Source: an optimization exercise on an open RTL-to-GDS flow (aim: small area, a short achievable clock period and few clock cycles). Production flows keep margins and buffers that such runs may drop. Only simulation tests tie the RTL to the original design; equivalence was not proved. No activity file was given, so power comes from the tool's default toggle rates.

05-03:
==> flow/design.v (excerpt) <==
module swath_engine (
    input  wire        clk,
    input  wire        rst,
    input  wire        in_valid,
    output wire        in_ready,
    input  wire [5:0]  in_swath,
    input  wire        in_mirror,
    input  wire [63:0] in_sh_l,
    input  wire [63:0] in_sh_r,
    input  wire [63:0] in_lv_l,
    input  wire [63:0] in_lv_r,
    output wire        ev_valid,
    input  wire        ev_ready,
    output wire [15:0] ev_data,
    output wire        res_valid,
    output wire [6:0]  res_k
);
Size: about 1,500 cells after synthesis, about 290 I/O pins, ~15,000 sq um of cells after synthesis.
==> flow/config.mk <==
export PLATFORM = sky130hd
export DESIGN_NAME = swath_engine
export DESIGN_NICKNAME = swath_engine
export VERILOG_FILES = /design/flow/design.v
export SDC_FILE = /design/flow/constraint.sdc
export NUM_CORES = 4
export LEC_CHECK = 0
export CAP_MARGIN = 20
export CORE_MARGIN = 2
export CORE_UTILIZATION = 50
export PLACE_DENSITY = 0.65
export SLEW_MARGIN = 20
==> flow/constraint.sdc <==
create_clock -name core_clock -period 10.0 [get_ports {clk}]
set_input_delay 2.0000 -clock core_clock [delete_from_list [all_inputs] [get_ports {clk}]]
set_output_delay 2.0000 -clock core_clock [all_outputs]
set_load 0.01 [all_outputs]
standard.sh (not shown) runs the stock make flow with config.mk's settings and CLKGATE_MAP_FILE= SYNTH_SCRIPT=/design/flow/synth_recipe.tcl, a recipe that flattens the netlist after the stock synthesis.
==> flow/flow/run.sh <==
#!/bin/bash
# Layout flow: the standard ORFS flow (standard synthesis, unchanged),
# with small port buffers and the timing repair aimed at extra setup slack.
set -euo pipefail
export BUFFER_PORTS_ARGS="-buffer_cell sky130_fd_sc_hd__buf_1"
export SETUP_SLACK_MARGIN=7.1
export CTS_CLUSTER_SIZE=30
export CTS_CLUSTER_DIAMETER=80
bash standard.sh > orfs_make.log 2>&1
Testbench counts of 05-03, summed over its fixed seeds: cycles 19,783.
#### Input delta (05-05 over 05-03)
--- a/flow/flow/run.sh
+++ b/flow/flow/run.sh
@@ -5,5 +5,5 @@
 export BUFFER_PORTS_ARGS="-buffer_cell sky130_fd_sc_hd__buf_1"
-export SETUP_SLACK_MARGIN=7.1
-export CTS_CLUSTER_SIZE=30
-export CTS_CLUSTER_DIAMETER=80
+export SETUP_SLACK_MARGIN=7.0
+export CTS_CLUSTER_SIZE=28
+export CTS_CLUSTER_DIAMETER=60
 bash standard.sh > orfs_make.log 2>&1
[summary]
- Compared with 05-03, in 05-05 area overhead of the layout relative to synthesis neither gained nor lost much, combinational power share has decreased, highest clock rate was more or less identical, power +about 7%.
- [05-05 vs 05-03] wire length: lower in 05-05

========
== run A ==
The RTL this note starts from:
==> flow/design.v <==
module swath_engine (
    input  wire        clk,
    input  wire        rst,
    input  wire        in_valid,
    output wire        in_ready,
    input  wire [5:0]  in_swath,
    input  wire        in_mirror,
    input  wire [63:0] in_sh_l,
    input  wire [63:0] in_sh_r,
    input  wire [63:0] in_lv_l,
    input  wire [63:0] in_lv_r,
    output wire        ev_valid,
    input  wire        ev_ready,
    output wire [15:0] ev_data,
    output wire        res_valid,
    output wire [6:0]  res_k
);
    localparam [2:0] G_IDLE   = 3'd0,    
                     G_SELCOL = 3'd1,
                     G_RCMD   = 3'd2,
                     G_RSEL   = 3'd3,
                     G_DATA   = 3'd4,
                     G_WR     = 3'd5,
                     G_END    = 3'd6;
    localparam [3:0] K_CMD = 4'd1, K_DATA = 4'd2, K_SELCOL = 4'd3,
                     K_SELROW = 4'd4, K_WRITE = 4'd5, K_END = 4'd6;
    wire [63:0] d_l  = in_sh_l ^ in_lv_l;
    wire [63:0] d_r  = in_sh_r ^ in_lv_r;
    wire [63:0] t_l  = {64{in_mirror}} & d_r;
    wire [63:0] t_r  = {64{in_mirror}} & d_l;
    wire [63:0] wl_m = (in_sh_l | t_l) & (~in_lv_l | t_l);
    wire [63:0] wr_m = (in_sh_r | t_r) & (~in_lv_r | t_r);
    wire [63:0] any_n   = d_l | d_r;
    reg [63:0] any, wl, wr;      
    reg [5:0]  sw;
    reg        rdy;              
    reg        full;             
    reg        fresh;            
    reg        sbr;              
    reg        men;              
    reg [7:0]  bq;               
    reg        bq_ok;            
    reg        sel;              
    reg        xv;               
    reg [5:0]  ridx;             
    reg        rbl, rbr;         
    reg        xd;               
    reg        rlast;            
    reg [2:0]  gs;               
    reg        first;            
    reg        last;             
    reg        bl, br;           
    reg [6:0]  k;                
    reg        evv, evend;
    reg [15:0] evd;
    reg        endr;             
    reg        resv;
    reg [6:0]  resk;
    reg [1:0]  nq;               
    reg [5:0]  cq;               
    reg        hold;             
    integer    i;
    reg  [7:0]  gf;              
    reg  [7:0]  gp;              
    reg  [63:0] ip;              
    integer a, b;
    always @(*) begin
        gp[0] = 1'b0;
        for (a = 1; a < 8; a = a + 1) gp[a] = gp[a-1] | gf[a-1];
        for (a = 0; a < 8; a = a + 1) begin
            ip[8*a] = 1'b0;
            for (b = 1; b < 8; b = b + 1) ip[8*a+b] = ip[8*a+b-1] | any[8*a+b-1];
        end
    end
    wire [7:0]  gl  = gf & ~gp;              
    wire [63:0] pre = {{8{gp[7]}}, {8{gp[6]}}, {8{gp[5]}}, {8{gp[4]}},
                       {8{gp[3]}}, {8{gp[2]}}, {8{gp[1]}}, {8{gp[0]}}} | ip;
    wire [63:0] li  = any & ~ip;             
    reg  [5:0]  lo_idx;
    reg         lo_l, lo_r;
    integer c, d;
    always @(*) begin
        lo_idx = 6'd0;
        lo_l   = 1'b0;
        lo_r   = 1'b0;
        for (c = 0; c < 8; c = c + 1) begin
            lo_idx[5:3] = lo_idx[5:3] | ({3{gl[c]}} & c[2:0]);
            for (d = 0; d < 8; d = d + 1) begin
                lo_idx[2:0] = lo_idx[2:0] | ({3{gl[c] & li[8*c+d]}} & d[2:0]);
                lo_l = lo_l | (gl[c] & li[8*c+d] & wl[8*c+d]);
                lo_r = lo_r | (gl[c] & li[8*c+d] & wr[8*c+d]);
            end
        end
    end
    wire sb       = ~|any;                       
    wire sbk      = fresh ? (&bq) : sbr;
    wire nbk      = ~sbk;
    wire ext      = full & sel & ~xv & (|gf);    
    wire adv      = ~evv | ev_ready;
    wire gen_rsel = adv & (gs == G_RSEL);
    wire start    = adv & (gs == G_IDLE) & full & ~sel & nbk;
    wire take     = in_valid & rdy;
    wire retire   = full & ~sel & sbk;           
    wire nb_new   = start;                       
    wire drain    = ~endr & cq[0] & ~hold;
    assign in_ready  = rdy;
    assign ev_valid  = evv;
    assign ev_data   = evd;
    assign res_valid = resv;
    assign res_k     = resk;
    wire       full_n = take | (full & ~sbk);
    wire [1:0] nq_n   = nb_new ? (endr ? nq : {nq[0], 1'b1})
                               : (endr ? {1'b0, nq[1]} : nq);
    wire       hold_n = (retire & nq[0] | hold) & ~endr;
    wire [5:0] cq_n   = retire ? (drain ? cq : {cq[4:0], 1'b1})
                               : (drain ? {1'b0, cq[5:1]} : cq);
    wire       slot_n = take ? (bq_ok & (&bq)) : ~full_n;
    wire       rdy_n  = slot_n & ~cq_n[4] & ~(nq_n[0] & ~hold_n & cq_n[0]);
    always @(posedge clk) begin
        if (men) begin
            any <= any_n;
            wl  <= wl_m;
            wr  <= wr_m;
            sw  <= in_swath;
        end else if (ext) begin
            any <= any & pre;
        end
        sbr <= sb;
        for (i = 0; i < 8; i = i + 1) begin
            bq[i] <= ~|any_n[8*i +: 8];
            gf[i] <= |any[8*i +: 8];
        end
        if (ext) begin
            ridx  <= lo_idx;
            rbl   <= lo_l;
            rbr   <= lo_r;
        end
    end
    always @(posedge clk) begin
        if (gen_rsel) begin
            bl   <= rbl;
            br   <= rbr;
            last <= xd ? sb : rlast;
            k    <= first ? 7'd1 : k + 7'd1;
        end
        if (adv) begin
            case (gs)
                G_IDLE:   evd <= {K_CMD, 12'd0};
                G_SELCOL: evd <= {K_SELCOL, sw, sw};
                G_RCMD:   evd <= {K_CMD, 12'd0};
                G_RSEL:   evd <= {K_SELROW, ridx, ridx};
                G_DATA:   evd <= {K_DATA, 12'd0};
                G_WR:     evd <= {K_WRITE, 4'd0, {4{br}}, {4{bl}}};
                default:  evd <= {K_END, 12'd0};
            endcase
            evend <= (gs == G_END);
        end
        resk <= endr ? k : 7'd0;
    end
    always @(posedge clk) begin
        if (rst) begin
            rdy   <= 1'b1;
            full  <= 1'b0;
            fresh <= 1'b0;
            bq_ok <= 1'b0;
            men   <= 1'b1;
            xd    <= 1'b0;
            sel   <= 1'b0;
            xv    <= 1'b0;
            gs    <= G_IDLE;
            first <= 1'b0;
            evv   <= 1'b0;
            endr  <= 1'b0;
            resv  <= 1'b0;
            nq    <= 2'd0;
            cq    <= 6'd0;
            hold  <= 1'b0;
        end else begin
            bq_ok <= in_valid & ~take;
            men   <= slot_n;
            xd    <= ext;
            if (xd) rlast <= sb;
            if (take)                            sel <= 1'b0;
            else if (adv && gs == G_SELCOL)      sel <= 1'b1;
            if (ext)           xv <= 1'b1;
            else if (gen_rsel) xv <= 1'b0;
            if (adv) begin
                case (gs)
                    G_IDLE: begin
                        evv <= full & ~sel & nbk;
                        if (full & ~sel & nbk) gs <= G_SELCOL;
                    end
                    G_SELCOL: begin evv <= 1'b1; gs <= G_RCMD; end
                    G_RCMD:   begin evv <= 1'b1; gs <= G_RSEL; end
                    G_RSEL:   begin evv <= 1'b1; gs <= G_DATA; end
                    G_DATA:   begin evv <= 1'b1; gs <= G_WR;   end
                    G_WR:     begin evv <= 1'b1; gs <= last ? G_END : G_RCMD; end
                    default:  begin evv <= 1'b1; gs <= G_IDLE; end
                endcase
            end
            if (start)         first <= 1'b1;
            else if (gen_rsel) first <= 1'b0;
            endr  <= evv & ev_ready & evend;
            rdy   <= rdy_n;
            full  <= full_n;
            fresh <= take;
            resv  <= endr | drain;
            nq    <= nq_n;
            cq    <= cq_n;
            hold  <= hold_n;
        end
    end
endmodule
==> flow/config.mk <==
export PLATFORM = sky130hd
export DESIGN_NAME = swath_engine
export DESIGN_NICKNAME = swath_engine
export VERILOG_FILES = /design/flow/design.v
export SDC_FILE = /design/flow/constraint.sdc
export NUM_CORES = 4
export LEC_CHECK = 0
export CAP_MARGIN = 20
export CORE_MARGIN = 2
export CORE_UTILIZATION = 40
export SLEW_MARGIN = 20
==> flow/constraint.sdc <==
create_clock -name core_clock -period 10.0 [get_ports {clk}]
set_input_delay 2.0000 -clock core_clock [delete_from_list [all_inputs] [get_ports {clk}]]
set_output_delay 2.0000 -clock core_clock [all_outputs]
set_load 0.01 [all_outputs]
==> flow/flow/run.sh <==
#!/bin/bash
# Layout flow: the standard ORFS flow (standard synthesis, unchanged),
# with small port buffers and the timing repair aimed at extra setup slack.
set -euo pipefail
export BUFFER_PORTS_ARGS="-buffer_cell sky130_fd_sc_hd__buf_1"
export SETUP_SLACK_MARGIN=6.5
bash standard.sh > orfs_make.log 2>&1
Run A finished end to end and its layout was clean on timing, DRC and antenna.
Testbench counts of run A, summed over its fixed seeds: cycles 19,783.
Changes in run B relative to run A:
diff --git a/flow/flow/run.sh b/flow/flow/run.sh
--- a/flow/flow/run.sh
+++ b/flow/flow/run.sh
@@ -5,3 +5,3 @@
 export BUFFER_PORTS_ARGS="-buffer_cell sky130_fd_sc_hd__buf_1"
-export SETUP_SLACK_MARGIN=6.5
+export SETUP_SLACK_MARGIN=7.0
 bash standard.sh > orfs_make.log 2>&1
[summary]
- Run B finished end to end and its layout was clean on timing, DRC and antenna.
- Looking at switching power, run B sits 0.022 mW higher than run A does.
- Run B has more setup slack than run A.
- Looking at global-route usage, run B sits 0.27 points lower than run A does.
Input-level comparison between run C and run B:
diff --git a/flow/flow/run.sh b/flow/flow/run.sh
--- a/flow/flow/run.sh
+++ b/flow/flow/run.sh
@@ -6,2 +6,4 @@
 export SETUP_SLACK_MARGIN=7.0
+export CTS_CLUSTER_SIZE=30
+export CTS_CLUSTER_DIAMETER=80
 bash standard.sh > orfs_make.log 2>&1
### Flow results
Row overall power of the completed layout: run C lower / run B higher. Of run B and run C, the lower fraction of standard cell area that is sequential belongs to run B. From run C to run B, number of violations of the max-capacitance limit did not move at all. The combinational gate power on run C is in line with that on run B.

[static timing again, ports no longer ideal]
Ports are ideal in the flow. The routed layouts listed here were re-timed in OpenROAD. Step 1, drivers: a clkbuf_16 drives clk and a buf_2 each remaining input, both assumed. Step 2 adds t to the input delays and takes it off the output delays; t is the mean of the earliest and latest rising clock arrival at the registers after step 1. Input paths then give back, and output paths get back, about the clock's delay inside the block. Three values: ideal ports, drivers, drivers and shift; two values: the first two.
| run | t (ns) | setup slack, ns | clock arrival spread, ns |
|---|---|---|---|
| 05-03 | 0.558 | 7.011 / 6.959 / 6.594 | 0.032 / 0.032 |
| 05-05 | 0.587 | 7.004 / 6.951 / 6.503 | 0.016 / 0.017 |
| run A | 0.603 | 6.876 / 6.823 / 6.353 | 0.011 / 0.011 |
| run B | 0.615 | 6.935 / 6.880 / 6.552 | 0.015 / 0.015 |
| run C | 0.581 | 6.947 / 6.895 / 6.585 | 0.019 / 0.019 |
After both steps setup and hold are still met in every run listed. For run A, which loses most, drivers alone change the setup slack by -0.053 ns; drivers and shift together by -0.523 ns.
